From an optimization exercise on the open Yosys and OpenROAD flow, aimed at small area, a short achievable clock period and few clock cycles; shortcuts taken in it are not production practice.
In this exercise RTL edits were held to simulation tests only and were not proved equivalent to the original.
Power is estimated from default activity; no workload was simulated.

==> flow/design.v <==
module skc_mod_step (
    input  wire [3:0] r_in,
    input  wire [7:0] bits,
    input  wire [3:0] d,
    output wire [3:0] r_out
);
    reg [4:0] acc;
    integer i;
    always @(*) begin
        acc = {1'b0, r_in};
        for (i = 7; i >= 0; i = i - 1) begin
            acc = {acc[3:0], bits[i]};
            if (acc >= {1'b0, d})
                acc = acc - {1'b0, d};
        end
    end
    assign r_out = acc[3:0];
endmodule
module skc_thr_ge (
    input  wire [15:0] a,
    input  wire [15:0] v,
    input  wire [63:0] thr,
    output wire        ge
);
    wire [10:0] e_field = thr[62:52];
    wire [51:0] f_field = thr[51:0];
    wire [52:0] sig     = (e_field == 11'd0) ? {1'b0, f_field} : {1'b1, f_field};
    wire [68:0] prod    = v * sig;
    wire        e_pos   = (e_field >= 11'd1075);
    wire [10:0] e_up    = e_field - 11'd1075;                        
    wire [10:0] e_dn    = (e_field == 11'd0) ? 11'd1074 : (11'd1075 - e_field);  
    wire [85:0] prod_up = {17'd0, prod} << e_up[4:0];
    wire        ge_pos  = (prod == 69'd0) || ((e_up < 11'd17) && (prod_up <= {70'd0, a}));
    wire [6:0]  k       = (e_dn >= 11'd70) ? 7'd70 : e_dn[6:0];
    wire [68:0] q       = prod >> k;
    wire        sticky  = ((q << k) != prod);
    wire [69:0] q_ceil  = {1'b0, q} + {69'd0, sticky};
    wire        ge_neg  = ({54'd0, a} >= q_ceil);
    assign ge = e_pos ? ge_pos : ge_neg;
endmodule
module skc_top (
    input  wire         clk,
    input  wire         rst,
    input  wire         csr_valid,
    input  wire         csr_write,
    input  wire [7:0]   csr_addr,
    input  wire [31:0]  csr_wdata,
    output wire         csr_ready,
    output reg  [31:0]  csr_rdata,
    input  wire         cmd_valid,
    output wire         cmd_ready,
    input  wire [63:0]  cmd_word,
    input  wire [31:0]  cmd_key,
    output wire         rsp_valid,
    input  wire         rsp_ready,
    output wire [3:0]   rsp_status,
    output wire [63:0]  rsp_est,
    output wire         hreq_valid,
    input  wire         hreq_ready,
    output wire [31:0]  hreq_key,
    output wire [7:0]   hreq_klen,
    output wire [7:0]   hreq_seed,
    input  wire         hrsp_valid,
    output wire         hrsp_ready,
    input  wire [31:0]  hrsp_value
);
    localparam L_MAX  = 4;
    localparam M_MAX  = 4;
    localparam LL_MAX = 4;
    localparam B_MAX  = 4;
    localparam H_MAX  = 4;
    localparam N8_MAX = 4;
    localparam N16_MAX = 2;
    localparam KEY_MAX_LEN = 4;
    localparam [3:0] ST_OK        = 4'h0;
    localparam [3:0] ST_OPCODE    = 4'h1;
    localparam [3:0] ST_RESERVED  = 4'h2;
    localparam [3:0] ST_NOT_CFG   = 4'h3;
    localparam [3:0] ST_ALR_CFG   = 4'h4;
    localparam [3:0] ST_CONFIG    = 4'h5;
    localparam [3:0] ST_KEY_LEN   = 4'h6;
    localparam [3:0] S_UNCFG  = 4'h0;
    localparam [3:0] S_CLEAR  = 4'h1;
    localparam [3:0] S_IDLE   = 4'h2;
    localparam [3:0] S_HASH   = 4'h3;
    localparam [3:0] S_LIGHT  = 4'h4;
    localparam [3:0] S_MID8   = 4'h5;
    localparam [3:0] S_KV     = 4'h6;
    localparam [3:0] S_MID16  = 4'h7;
    localparam [3:0] S_HEAVY  = 4'h8;
    localparam [3:0] S_EVICT  = 4'h9;
    localparam [3:0] S_RESP   = 4'hA;
    reg [31:0] cfg_l, cfg_m, cfg_ll, cfg_b, cfg_h, cfg_n8, cfg_n16, thr_lo, thr_hi;
    reg        configured;
    reg        cfg_lock;
    reg [3:0]  last_status;
    reg [3:0]  fsm;
    reg        is_insert;
    reg [2:0]  klen;
    reg [31:0] key;
    reg [31:0] count;
    reg [2:0]  req_cnt;
    reg [2:0]  rsp_cnt;
    reg [2:0]  nl [0:3];
    reg [1:0]  bi [0:3];
    reg [1:0]  hi;
    reg [34:0] rem;
    reg [34:0] xadd;
    reg        hv_next_evict;
    reg [32:0] res;
    reg [15:0] m16r;
    reg [3:0]  rsp_status_r;
    reg [32:0] rsp_est_r;
    reg [3:0]  nib   [0:L_MAX*2*LL_MAX-1];           
    reg [7:0]  c8    [0:M_MAX*B_MAX*N8_MAX-1];        
    reg [15:0] c16   [0:M_MAX*B_MAX*N16_MAX-1];       
    reg        occ   [0:M_MAX*B_MAX-1];               
    reg [2:0]  kls   [0:M_MAX*B_MAX-1];
    reg [31:0] keyb  [0:M_MAX*B_MAX-1];
    reg [15:0] val   [0:M_MAX*B_MAX-1];
    reg [31:0] heavy [0:H_MAX-1];
    wire [2:0] n_l   = cfg_l[2:0];
    wire [2:0] n_m   = cfg_m[2:0];
    wire [2:0] n_s   = (n_l > n_m) ? n_l : n_m;
    wire [3:0] two_ll = {cfg_ll[2:0], 1'b0};
    wire [63:0] thr  = {thr_hi, thr_lo};
    assign csr_ready = ~rst;
    wire   busy = (fsm != S_UNCFG) && (fsm != S_IDLE);
    always @(*) begin
        csr_rdata = 32'd0;
        if (csr_addr[1:0] == 2'b00) begin
            case (csr_addr[7:2])
                6'h00: csr_rdata = 32'h534B4331;
                6'h01: csr_rdata = {20'd0, last_status, 5'd0, cfg_lock, busy, configured};
                6'h02: csr_rdata = cfg_l;
                6'h03: csr_rdata = cfg_m;
                6'h04: csr_rdata = cfg_ll;
                6'h05: csr_rdata = cfg_b;
                6'h06: csr_rdata = cfg_h;
                6'h07: csr_rdata = cfg_n8;
                6'h08: csr_rdata = cfg_n16;
                6'h09: csr_rdata = thr_lo;
                6'h0A: csr_rdata = thr_hi;
                default: csr_rdata = 32'd0;
            endcase
        end
    end
    wire csr_wr = csr_valid && csr_write && !cfg_lock && (csr_addr[1:0] == 2'b00);
    assign cmd_ready = !rst && ((fsm == S_UNCFG) || (fsm == S_IDLE));
    wire       accept = cmd_valid && cmd_ready;
    wire [3:0] opc    = cmd_word[3:0];
    wire [7:0] cklen  = cmd_word[15:8];
    wire       opc_ins = (opc == 4'h1);
    wire       opc_qry = (opc == 4'h2);
    wire       opc_cfg = (opc == 4'h3);
    wire       rsv_bad = (cmd_word[7:4] != 4'd0) || (cmd_word[31:16] != 16'd0) ||
                         ((opc_qry || opc_cfg) && (cmd_word[63:32] != 32'd0)) ||
                         (opc_cfg && (cklen != 8'd0));
    reg [3:0] dec_status;
    always @(*) begin
        if (!(opc_ins || opc_qry || opc_cfg))                 dec_status = ST_OPCODE;
        else if (rsv_bad)                                      dec_status = ST_RESERVED;
        else if ((opc_ins || opc_qry) && !configured)          dec_status = ST_NOT_CFG;
        else if (opc_cfg && configured)                        dec_status = ST_ALR_CFG;
        else if ((opc_ins || opc_qry) && ((cklen == 8'd0) || (cklen > KEY_MAX_LEN)))
                                                               dec_status = ST_KEY_LEN;
        else                                                   dec_status = ST_OK;
    end
    reg [31:0] cmd_key_masked;
    integer kb;
    always @(*) begin
        for (kb = 0; kb < 4; kb = kb + 1)
            cmd_key_masked[8*kb +: 8] = (kb < cklen) ? cmd_key[8*kb +: 8] : 8'd0;
    end
    wire thr_ok = (thr_hi[31] == 1'b0) && (thr_hi[30:20] != 11'h7FF) &&
                  ({thr_hi[30:0], thr_lo} != 63'd0);
    wire cfg_valid = (cfg_l   >= 32'd1) && (cfg_l   <= L_MAX)  &&
                     (cfg_m   >= 32'd1) && (cfg_m   <= M_MAX)  &&
                     (cfg_ll  >= 32'd1) && (cfg_ll  <= LL_MAX) &&
                     (cfg_b   >= 32'd1) && (cfg_b   <= B_MAX)  &&
                     (cfg_h   >= 32'd1) && (cfg_h   <= H_MAX)  &&
                     (cfg_n8  >= 32'd1) && (cfg_n8  <= N8_MAX) &&
                     (cfg_n16 >= 32'd1) && (cfg_n16 <= N16_MAX) && thr_ok;
    assign hreq_valid = !rst && (fsm == S_HASH) && (req_cnt < n_s);
    assign hreq_key   = key;
    assign hreq_klen  = {5'd0, klen};
    assign hreq_seed  = {5'd0, req_cnt};
    assign hrsp_ready = !rst && (fsm == S_HASH) && !mod_busy && (rsp_cnt < n_s);
    wire   hreq_fire  = hreq_valid && hreq_ready;
    wire   hrsp_fire  = hrsp_valid && hrsp_ready;
    reg [31:0] hv_sh;
    reg [1:0]  mod_it;
    reg        mod_busy;
    reg [1:0]  mod_seed;
    reg [3:0]  r_nl, r_bi, r_hi;
    wire [3:0] nx_nl, nx_bi, nx_hi;
    skc_mod_step u_mod_nl (.r_in(r_nl), .bits(hv_sh[31:24]), .d(two_ll),             .r_out(nx_nl));
    skc_mod_step u_mod_bi (.r_in(r_bi), .bits(hv_sh[31:24]), .d({1'b0, cfg_b[2:0]}), .r_out(nx_bi));
    skc_mod_step u_mod_hi (.r_in(r_hi), .bits(hv_sh[31:24]), .d({1'b0, cfg_h[2:0]}), .r_out(nx_hi));
    reg [1:0] s8  [0:3];
    reg       s16 [0:3];
    reg [3:0]  lv   [0:3];
    reg [7:0]  v8   [0:3];
    reg [15:0] v16  [0:3];
    reg        bocc [0:3];
    reg [15:0] bval [0:3];
    reg        beq  [0:3];
    integer j;
    always @(*) begin
        for (j = 0; j < 4; j = j + 1) begin
            s8[j]   = bi[j] % cfg_n8[2:0];
            s16[j]  = bi[j] % cfg_n16[1:0];
            lv[j]   = nib[j*8 + nl[j]];
            v8[j]   = c8[j*16 + bi[j]*4 + s8[j]];
            v16[j]  = c16[j*8 + bi[j]*2 + s16[j]];
            bocc[j] = occ[j*4 + bi[j]];
            bval[j] = val[j*4 + bi[j]];
            beq[j]  = occ[j*4 + bi[j]] && (kls[j*4 + bi[j]] == klen) && (keyb[j*4 + bi[j]] == key);
        end
    end
    reg [3:0]  m_light;
    reg [7:0]  m_8;
    reg [15:0] m_16;
    reg [15:0] vmin;
    reg [1:0]  kmin;
    reg        match_found, free_found;
    reg [1:0]  match_idx, free_idx;
    always @(*) begin
        m_light = 4'hF;
        m_8     = 8'hFF;
        m_16    = 16'hFFFF;
        vmin    = 16'hFFFF;
        kmin    = 2'd0;
        match_found = 1'b0;
        free_found  = 1'b0;
        match_idx   = 2'd0;
        free_idx    = 2'd0;
        for (j = 0; j < 4; j = j + 1) begin
            if (j < n_l && lv[j] < m_light) m_light = lv[j];
            if (j < n_m) begin
                if (v8[j]  < m_8)  m_8  = v8[j];
                if (v16[j] < m_16) m_16 = v16[j];
                if (j == 0 || bval[j] < vmin) begin
                    vmin = bval[j];
                    kmin = j[1:0];
                end
                if (beq[j] && !match_found) begin
                    match_found = 1'b1;
                    match_idx   = j[1:0];
                end
                if (!bocc[j] && !free_found) begin
                    free_found = 1'b1;
                    free_idx   = j[1:0];
                end
            end
        end
    end
    wire [32:0] cand_l  = {29'd0, m_light} + {1'b0, count};
    wire [35:0] cand_8  = {28'd0, m_8} + {1'b0, rem};
    wire [1:0]  slot_f  = match_found ? match_idx : free_idx;
    wire        slot_ok = match_found || free_found;
    wire [15:0] val_f   = bval[slot_f];
    wire [35:0] nv      = {20'd0, val_f} + {1'b0, rem};
    wire [35:0] cand_16 = {20'd0, m_16} + {1'b0, rem};
    wire [31:0] heavy_cur = heavy[hi];
    wire [35:0] heavy_sum = {4'd0, heavy_cur} + {1'b0, xadd};
    wire [31:0] heavy_new = (heavy_sum > 36'hFFFFFFFF) ? 32'hFFFFFFFF : heavy_sum[31:0];
    wire evict_ge;
    skc_thr_ge u_thr (.a(m16r), .v(vmin), .thr(thr), .ge(evict_ge));
    assign rsp_valid  = !rst && (fsm == S_RESP);
    assign rsp_status = rsp_status_r;
    assign rsp_est    = {31'd0, rsp_est_r};
    integer i;
    always @(posedge clk) begin
        if (rst) begin
            cfg_l   <= 32'd0;
            cfg_m   <= 32'd0;
            cfg_ll  <= 32'd0;
            cfg_b   <= 32'd0;
            cfg_h   <= 32'd0;
            cfg_n8  <= 32'd0;
            cfg_n16 <= 32'd0;
            thr_lo  <= 32'd0;
            thr_hi  <= 32'h40000000;
            configured  <= 1'b0;
            cfg_lock    <= 1'b0;
            last_status <= 4'd0;
            fsm         <= S_UNCFG;
        end else begin
            if (csr_wr) begin
                case (csr_addr[7:2])
                    6'h02: cfg_l   <= csr_wdata;
                    6'h03: cfg_m   <= csr_wdata;
                    6'h04: cfg_ll  <= csr_wdata;
                    6'h05: cfg_b   <= csr_wdata;
                    6'h06: cfg_h   <= csr_wdata;
                    6'h07: cfg_n8  <= csr_wdata;
                    6'h08: cfg_n16 <= csr_wdata;
                    6'h09: thr_lo  <= csr_wdata;
                    6'h0A: thr_hi  <= csr_wdata;
                    default: ;
                endcase
            end
            case (fsm)
                S_UNCFG, S_IDLE: begin
                    if (accept) begin
                        is_insert <= opc_ins;
                        klen      <= cklen[2:0];
                        key       <= cmd_key_masked;
                        count     <= cmd_word[63:32];
                        req_cnt   <= 3'd0;
                        rsp_cnt   <= 3'd0;
                        mod_busy  <= 1'b0;
                        rsp_est_r <= 33'd0;
                        if (opc_cfg)
                            cfg_lock <= 1'b1;
                        if (dec_status != ST_OK) begin
                            rsp_status_r <= dec_status;
                            fsm <= S_RESP;
                        end else if (opc_cfg) begin
                            fsm <= S_CLEAR;
                        end else begin
                            fsm <= S_HASH;
                        end
                    end
                end
                S_CLEAR: begin
                    if (cfg_valid) begin
                        configured   <= 1'b1;
                        rsp_status_r <= ST_OK;
                    end else begin
                        rsp_status_r <= ST_CONFIG;
                    end
                    rsp_est_r <= 33'd0;
                    fsm <= S_RESP;
                end
                S_HASH: begin
                    if (hreq_fire)
                        req_cnt <= req_cnt + 3'd1;
                    if (hrsp_fire) begin
                        hv_sh    <= hrsp_value;
                        r_nl     <= 4'd0;
                        r_bi     <= 4'd0;
                        r_hi     <= 4'd0;
                        mod_it   <= 2'd0;
                        mod_busy <= 1'b1;
                        mod_seed <= rsp_cnt[1:0];
                        rsp_cnt  <= rsp_cnt + 3'd1;
                    end
                    if (mod_busy) begin
                        hv_sh  <= {hv_sh[23:0], 8'd0};
                        r_nl   <= nx_nl;
                        r_bi   <= nx_bi;
                        r_hi   <= nx_hi;
                        mod_it <= mod_it + 2'd1;
                        if (mod_it == 2'd3) begin
                            mod_busy <= 1'b0;
                            nl[mod_seed] <= nx_nl[2:0];
                            bi[mod_seed] <= nx_bi[1:0];
                            if (mod_seed == 2'd0)
                                hi <= nx_hi[1:0];
                            if (rsp_cnt == n_s)
                                fsm <= S_LIGHT;
                        end
                    end
                end
                S_LIGHT: begin
                    rsp_status_r <= ST_OK;
                    if (is_insert) begin
                        if (cand_l < 33'd15) begin
                            rsp_est_r <= {1'b0, cand_l[31:0]};
                            fsm <= S_RESP;
                        end else begin
                            rem <= {2'd0, cand_l} - 35'd14;
                            fsm <= S_MID8;
                        end
                    end else begin
                        if (m_light < 4'd15) begin
                            rsp_est_r <= {29'd0, m_light};
                            fsm <= S_RESP;
                        end else begin
                            fsm <= S_MID8;
                        end
                    end
                end
                S_MID8: begin
                    if (is_insert) begin
                        if (cand_8 < 36'd255) begin
                            rsp_est_r <= cand_8[32:0] + 33'd14;
                            fsm <= S_RESP;
                        end else begin
                            rem <= cand_8[34:0] - 35'd254;
                            fsm <= S_KV;
                        end
                    end else begin
                        if (m_8 < 8'd255) begin
                            rsp_est_r <= {25'd0, m_8} + 33'd14;
                            fsm <= S_RESP;
                        end else begin
                            fsm <= S_KV;
                        end
                    end
                end
                S_KV: begin
                    if (is_insert) begin
                        if (slot_ok) begin
                            if (nv < 36'd65535) begin
                                rsp_est_r <= nv[32:0] + 33'd268;
                                fsm <= S_RESP;
                            end else begin
                                xadd <= nv[34:0] - 35'd65534;
                                hv_next_evict <= 1'b0;
                                fsm <= S_HEAVY;
                            end
                        end else begin
                            fsm <= S_MID16;
                        end
                    end else begin
                        if (match_found) begin
                            if (bval[match_idx] < 16'hFFFF) begin
                                rsp_est_r <= {17'd0, bval[match_idx]} + 33'd268;
                                fsm <= S_RESP;
                            end else begin
                                hv_next_evict <= 1'b0;
                                fsm <= S_HEAVY;
                            end
                        end else begin
                            fsm <= S_MID16;
                        end
                    end
                end
                S_MID16: begin
                    if (is_insert) begin
                        if (cand_16 < 36'd65535) begin
                            res  <= cand_16[32:0] + 33'd268;
                            m16r <= cand_16[15:0];
                            fsm  <= S_EVICT;
                        end else begin
                            xadd <= cand_16[34:0] - 35'd65534;
                            m16r <= 16'hFFFF;
                            hv_next_evict <= 1'b1;
                            fsm  <= S_HEAVY;
                        end
                    end else begin
                        if (m_16 < 16'hFFFF) begin
                            rsp_est_r <= {17'd0, m_16} + 33'd268;
                            fsm <= S_RESP;
                        end else begin
                            fsm <= S_HEAVY;
                        end
                    end
                end
                S_HEAVY: begin
                    if (is_insert) begin
                        res       <= {1'b0, heavy_new} + 33'd65802;
                        rsp_est_r <= {1'b0, heavy_new} + 33'd65802;
                        fsm <= hv_next_evict ? S_EVICT : S_RESP;
                    end else begin
                        rsp_est_r <= {1'b0, heavy_cur} + 33'd65802;
                        fsm <= S_RESP;
                    end
                end
                S_EVICT: begin
                    rsp_est_r <= res;
                    fsm <= S_RESP;
                end
                S_RESP: begin
                    if (rsp_valid && rsp_ready) begin
                        last_status <= rsp_status_r;
                        cfg_lock    <= configured;
                        fsm <= configured ? S_IDLE : S_UNCFG;
                    end
                end
                default: fsm <= S_UNCFG;
            endcase
        end
    end
    always @(posedge clk) begin
        if (!rst) begin
            if (fsm == S_CLEAR && cfg_valid) begin
                for (i = 0; i < L_MAX*2*LL_MAX; i = i + 1) nib[i] <= 4'd0;
                for (i = 0; i < M_MAX*B_MAX*N8_MAX; i = i + 1) c8[i] <= 8'd0;
                for (i = 0; i < M_MAX*B_MAX*N16_MAX; i = i + 1) c16[i] <= 16'd0;
                for (i = 0; i < M_MAX*B_MAX; i = i + 1) begin
                    occ[i]  <= 1'b0;
                    kls[i]  <= 3'd0;
                    keyb[i] <= 32'd0;
                    val[i]  <= 16'd0;
                end
                for (i = 0; i < H_MAX; i = i + 1) heavy[i] <= 32'd0;
            end
            if (fsm == S_LIGHT && is_insert) begin
                for (j = 0; j < 4; j = j + 1) begin
                    if (j < n_l) begin
                        if (cand_l >= 33'd15)
                            nib[j*8 + nl[j]] <= 4'hF;
                        else if ({29'd0, lv[j]} < cand_l)
                            nib[j*8 + nl[j]] <= cand_l[3:0];
                    end
                end
            end
            if (fsm == S_MID8 && is_insert) begin
                for (j = 0; j < 4; j = j + 1) begin
                    if (j < n_m) begin
                        if (cand_8 >= 36'd255)
                            c8[j*16 + bi[j]*4 + s8[j]] <= 8'hFF;
                        else if ({28'd0, v8[j]} < cand_8)
                            c8[j*16 + bi[j]*4 + s8[j]] <= cand_8[7:0];
                    end
                end
            end
            if (fsm == S_KV && is_insert && slot_ok) begin
                occ [slot_f*4 + bi[slot_f]] <= 1'b1;
                kls [slot_f*4 + bi[slot_f]] <= klen;
                keyb[slot_f*4 + bi[slot_f]] <= key;
                val [slot_f*4 + bi[slot_f]] <= (nv < 36'd65535) ? nv[15:0] : 16'hFFFF;
            end
            if (fsm == S_MID16 && is_insert) begin
                for (j = 0; j < 4; j = j + 1) begin
                    if (j < n_m) begin
                        if (cand_16 >= 36'd65535)
                            c16[j*8 + bi[j]*2 + s16[j]] <= 16'hFFFF;
                        else if ({20'd0, v16[j]} < cand_16)
                            c16[j*8 + bi[j]*2 + s16[j]] <= cand_16[15:0];
                    end
                end
            end
            if (fsm == S_HEAVY && is_insert)
                heavy[hi] <= heavy_new;
            if (fsm == S_EVICT && evict_ge) begin
                occ [kmin*4 + bi[kmin]] <= 1'b1;
                kls [kmin*4 + bi[kmin]] <= klen;
                keyb[kmin*4 + bi[kmin]] <= key;
                val [kmin*4 + bi[kmin]] <= m16r;
                for (j = 0; j < 4; j = j + 1) begin
                    if (j < n_m)
                        c16[j*8 + bi[j]*2 + s16[j]] <=
                            ({1'b0, v16[j]} + {1'b0, vmin} > 17'hFFFF) ? 16'hFFFF : (v16[j] + vmin);
                end
            end
        end
    end
endmodule
==> flow/run.sh <==
#!/bin/bash
# synth_recipe.tcl (not shown) runs the flow's synth.tcl, then flattens the netlist and writes it again
# the make line also repeats each setting of config.mk as NAME=value (left out here)
make -C /OpenROAD-flow-scripts/flow DESIGN_CONFIG=/design/flow/config.mk WORK_HOME=/design/flow/orfs CLKGATE_MAP_FILE= SYNTH_SCRIPT=/design/flow/synth_recipe.tcl finish
==> flow/config.mk <==
export PLATFORM = sky130hd
export DESIGN_NAME = skc_top
export DESIGN_NICKNAME = skc_top
export VERILOG_FILES = /design/flow/design.v
export SDC_FILE = /design/flow/constraint.sdc
export NUM_CORES = 4
export LEC_CHECK = 0
export CAP_MARGIN = 20
export CELL_PAD_IN_SITES_DETAIL_PLACEMENT = 2
export CELL_PAD_IN_SITES_GLOBAL_PLACEMENT = 2
export CORE_MARGIN = 2
export CORE_UTILIZATION = 25
export PLACE_DENSITY = 0.38
export SLEW_MARGIN = 20
==> flow/constraint.sdc <==
create_clock -name core_clock -period 34.0 [get_ports {clk}]
set_input_delay 6.8000 -clock core_clock [delete_from_list [all_inputs] [get_ports {clk}]]
set_output_delay 6.8000 -clock core_clock [all_outputs]
set_load 0.01 [all_outputs]
==> notes.md <==
| Step | Quantity | Reported |
|---|---|---|
| timing | Number of setup violations in the final report | 0 |
| placed design | I/O Buffers | 286 |
| worst setup path | Top cell by count, worst path | sky130_fd_sc_hd__buf_4 |
| grt | Total congestion overflow after global routing | 0 |
| synth | Most instantiated cells after synthesis | 2592 x sky130_fd_sc_hd__nand2_1, 2397 x sky130_fd_sc_hd__edfxtp_1, 1750 x sky130_fd_sc_hd__nor2_1 |
| routing | Via count | 164500 |
| worst setup path | Endpoint of the worst register-to-register path | c16[28][0]$_SDFFCE_PN0P_ |
| routing | Drt via density | 5.393 |
| synth | Mean Syn Cell Area | 9.930 µm² |
| worst setup path | Critical path endpoint category | register |
| placed design | Placer's final routability congestion estimate | 0.9167 |
| grt | Tot GR Track Use | 26.17% |
| run | MaxCap Viol Count | 0 |
| clock network | Number of gates resized after cts | 0 |
| worst hold path | Number of cells on the worst hold path | 2 |
| routing | First-pass iteration count of the detailed router | 8 |
| timing | Final setup TNS | 0 ns |
| synth | Portion of synthesized cell area occupied by the leading cell type | 36.66% |
| worst setup path | Required time of the worst setup path | 34.71 ns |
| final layout | Final-stage net count | 21310 |
| die | Row Count | 325 |
| clock network | Clock tree from TritonCTS | built |
| final layout | Non-Filler Instances | 30500 |
| timing | Final critical delay including setup and external delays | 29.89 ns |
| timing | Setup repair after global routing missed its margin | no |
| synth | Top-count cell post-synth | sky130_fd_sc_hd__nand2_1 |
| synth | Post-synth EDFFs | 2397 |
| placed design | Placed insts | 29810 |
| die | Initial Util | 25.08% |
| worst setup path | Crit path DAT | 30.60 ns |
| worst hold path | Worst min-delay path category | reg2reg |
| die | Die span in x | 890.2 µm |
| synth | Number of library cell types mapped by synthesis | 115 |
| synth | Top flip-flop cell by instance count after synthesis | sky130_fd_sc_hd__edfxtp_1 |
| routing | Total wire length | 1069000 µm |
| die | Number of ports placed on the die boundary | 329 |
| timing | Final count of hold timing violations | 0 |
| grt | Antenna violations before repair | 93 |
| timing | Headroom to the max-slew limit | 10.49% |
| clock network | Number of buffers inserted during clock tree synthesis | 363 |
| routing | Initial DRC Count | 12490 |
| die | Floorplan die area | 0.7925 mm² |
| timing | Fmax achieved | 33.46 MHz |
| timing | Worst Skew | 0.1375 ns |
| worst hold path | Hold Startpoint | occ[14]$_DFF_P_ |
| synth | Main area contributors after synthesis | sky130_fd_sc_hd__edfxtp_1 37%, sky130_fd_sc_hd__fa_1 7.6%, sky130_fd_sc_hd__nand2_1 5.0% |
| clock network | Total number of H-tree levels | 5 |
| routing | Post-route DRC | 0 |
| synth | Portion of the post-synthesis area used by sequential elements | 39.92% |
| timing | Measured slew at the worst slew-check pin | 1.309 ns |
| clock network | Clk sink count | 2717 |
| final layout | Layout cell share with drive strength beyond 1 | 12.58% |
| synth | Largest area contributor in the netlist | sky130_fd_sc_hd__edfxtp_1 |
| worst setup path | Crit-path slowest cell | sky130_fd_sc_hd__a2111oi_0 |
| power and ir drop | Power density relative to cell area | 34.62 mW/mm² |
| power and ir drop | Leakage component of the power | 0.08343 µW |
| die | Overall die height | 890.2 µm |
| clock network | Worst-Skew Late Latency | 1.09 ns |
| worst setup path | Delay contributed by the slowest stage of the critical path | 1.16 ns |
| timing | Final Slew Violations | 0 |
| worst setup path | Crit path launch type | register |
| synth | Number of standard cells after synthesis | 19770 |
| status | Outcome | finished clean |
| die | Core footprint | 0.7828 mm² |
| grt | Number of global-route vias before repair | 174500 |
| routing | Post-DRT Antenna Nets | 0 |
| timing | Final cycle utilization of the critical path | 87.91% |
| clock network | Post-CTS setup buffer count | 0 |
| clock network | Maximum number of buffers from clock root to sink | 4 |
| clock network | Post-cts hold buffer count | 0 |
| worst setup path | Slack of the worst reg-to-reg path | 4.11 ns |
| clock network | Clk Tree Root Cell | sky130_fd_sc_hd__clkbuf_16 |
| routing | WL per Instance | 35.06 µm |
| synth | #FFs+latches synth | 2717 |
| synth | Netlist Area Pre-Place | 0.1963 mm² |
| clock network | Clock transition at the registers of the reported paths | 0.06 ns |
| grt | Wire length of the first global-routing pass | 1488000 µm |
| worst setup path | FF-to-FF path depth | 93 |
| power and ir drop | Design Power | 7811 µW |
| final layout | Area Growth Syn to Fin | 14.90% |
| synth | Synthesis Warnings | 12 |
| grt | Pin count of the biggest net entering global routing | 151 |
| worst setup path | Path type of the worst setup path | reg2reg |
| power and ir drop | Worst vdd rail ir drop | 0.04536 mV |
| synth | Share of flip-flops with an asynchronous set or reset | 0% |
| worst setup path | Worst reg2reg path startpoint | cfg_m[2]$_SDFFE_PP0P_ |
| worst setup path | Highest fanout seen on the critical path | 45 |
| worst hold path | WHS Endpoint | occ[14]$_DFF_P_ |
| placed design | Detailed-placement wirelength estimate | 786500 µm |
==> worst max-delay path, delay by kind of cell (launching register included) <==
| kind | cells | cell delay (ns) |
|---|---|---|
| buf+inv | 11 | 3.71 |
| flops | 1 | 0.51 |
| compound gates | 37 | 11.41 |
| mux | 6 | 1.62 |
| simple gates | 26 | 6.62 |
| xor+xnor | 1 | 0.13 |
| fa+ha+maj | 12 | 5.19 |
==> area by class of cell <==
class / instances / area (µm²)
Multi-Input combinational cell: 14520 / 109700
Clock inverter: 170 / 1733
Timing Repair Buffer: 1088 / 8940
Clock buffer: 483 / 9801
Antenna cell: 33 / 82.58
Tap cell: 10460 / 13090
Sequential cell: 2717 / 78420
Fill cell: 85630 / 557200
Inverter: 1027 / 3855
==> flip-flops by register name (all words and copies together) (netlist names), 33 cells and up, named ones only <==
name,cells
keyb,512
rsp_est_r,33
res,33
val,256
rem,35
kls,48
c8,512
c16,512
xadd,35
heavy,128
nib,128
==> metal layers <==
layer | track usage (%) | wire (µm) | vias to the layer above
met3 | 2.321 | 39020 | 930
met5 | 0 | 123 | -
met4 | 5.248 | 24960 | 20
met2 | 42.63 | 492700 | 3502
li1 | - | - | 71490
met1 | 37.97 | 512600 | 88570
==> worst max path at each step <==
stage	startpoint	to	slack (ns)	depth (start not counted)
after floorplan	bi[1][0]$_DFFE_PP_	keyb[0][0]$_SDFFCE_PN0P_	10.52	98
after global placement	cfg_m[2]$_SDFFE_PP0P_	keyb[13][3]$_SDFFCE_PN0P_	4.11	92
after detailed placement	cfg_m[2]$_SDFFE_PP0P_	keyb[13][3]$_SDFFCE_PN0P_	4.45	92
after CTS	cfg_m[2]$_SDFFE_PP0P_	keyb[13][9]$_SDFFCE_PN0P_	4.34	92
after global routing	cfg_m[2]$_SDFFE_PP0P_	keyb[13][3]$_SDFFCE_PN0P_	2.71	92
final	cfg_m[2]$_SDFFE_PP0P_	c16[28][0]$_SDFFCE_PN0P_	4.11	93
==> cells by family after synthesis <==
kind of cell,after synthesis,synth area share [%]
fa+ha+maj,1421,11.90
mux,933,7.499
simple gates,7375,17.88
buf+inv,2578,5.113
flops,2717,39.92
other cells,1,0.001910
xor+xnor,698,3.114
compound gates,4050,14.57
==> report_power, final <==
part           total [µW]  switching, µW  internal [µW]  leakage [µW]
registers            3600           8.54           3590        0.0259
clock network        3870           1680           2190       0.00556
logic                 342            237            105        0.0520
==> cell usage in the layout, fill, tap and decap left out, types with 118 or more instances in the layout <==
master and instances:
sky130_fd_sc_hd__a31oi_1 118, sky130_fd_sc_hd__nand4_1 203, sky130_fd_sc_hd__nor2b_1 477, sky130_fd_sc_hd__nand3_1 376, sky130_fd_sc_hd__xnor2_1 453, sky130_fd_sc_hd__clkbuf_16 368, sky130_fd_sc_hd__nand2_1 2572, sky130_fd_sc_hd__buf_4 798
sky130_fd_sc_hd__a211oi_1 143, sky130_fd_sc_hd__nor3_2 126, sky130_fd_sc_hd__a32o_1 231, sky130_fd_sc_hd__mux2_2 180, sky130_fd_sc_hd__mux4_2 412, sky130_fd_sc_hd__ha_1 674, sky130_fd_sc_hd__a221oi_1 244, sky130_fd_sc_hd__o21ai_0 667
sky130_fd_sc_hd__a21o_1 153, sky130_fd_sc_hd__xor2_1 226, sky130_fd_sc_hd__clkdlybuf4s50_1 282, sky130_fd_sc_hd__inv_1 1004, sky130_fd_sc_hd__o211ai_1 151, sky130_fd_sc_hd__dfxtp_1 304, sky130_fd_sc_hd__and2_1 571, sky130_fd_sc_hd__a21oi_1 1089
sky130_fd_sc_hd__fa_1 744, sky130_fd_sc_hd__nor2_1 1710, sky130_fd_sc_hd__mux2i_1 331, sky130_fd_sc_hd__edfxtp_1 2397, sky130_fd_sc_hd__nor3_1 430, sky130_fd_sc_hd__nor4_1 183
==> stage by stage <==
stage / instance area (µm²) / util, % / setup slack (ns) / hold WS, ns
floorplan: 196500 / - / 10.52 / 0.4185
global placement: 213800 / 27.32 / 4.112 / 0.4280
detailed placement: 213900 / 27.32 / 4.450 / 0.4363
CTS: 225400 / 28.80 / 4.338 / 0.4491
global route: 225500 / 28.81 / 2.707 / 0.4709
finish: 225600 / 28.82 / 4.110 / 0.4463
Testbench counts, summed over its fixed seeds: cycles 217,464.

re-timing with driven ports:
Ports are ideal in the flow. The routed layout listed here was re-timed in OpenROAD.
Step 1 sets driving cells, clkbuf_16 on the clock port and buf_2 on the other inputs (assumed; they add their load-dependent delay and slew).
Step 2 adds t to the input delays and takes it off the output delays; t is the mean of the earliest and latest rising clock arrival at the registers after step 1. Input paths then give back, and output paths get back, about the clock's delay inside the block.
Slacks: ideal ports / drivers / drivers and shift; pairs: ideal ports / drivers.
t (ns): 1.160
setup WS [ns]: 4.110 / 4.110 / 4.110
worst setup path after step 2: register to register
worst slew at a driven data input, ns: 0.31
pins driven straight from the clock port: 1
After both steps this run still meets setup and hold. For this run, drivers alone change the setup slack by 0.000 ns; drivers and shift together by 0.000 ns.
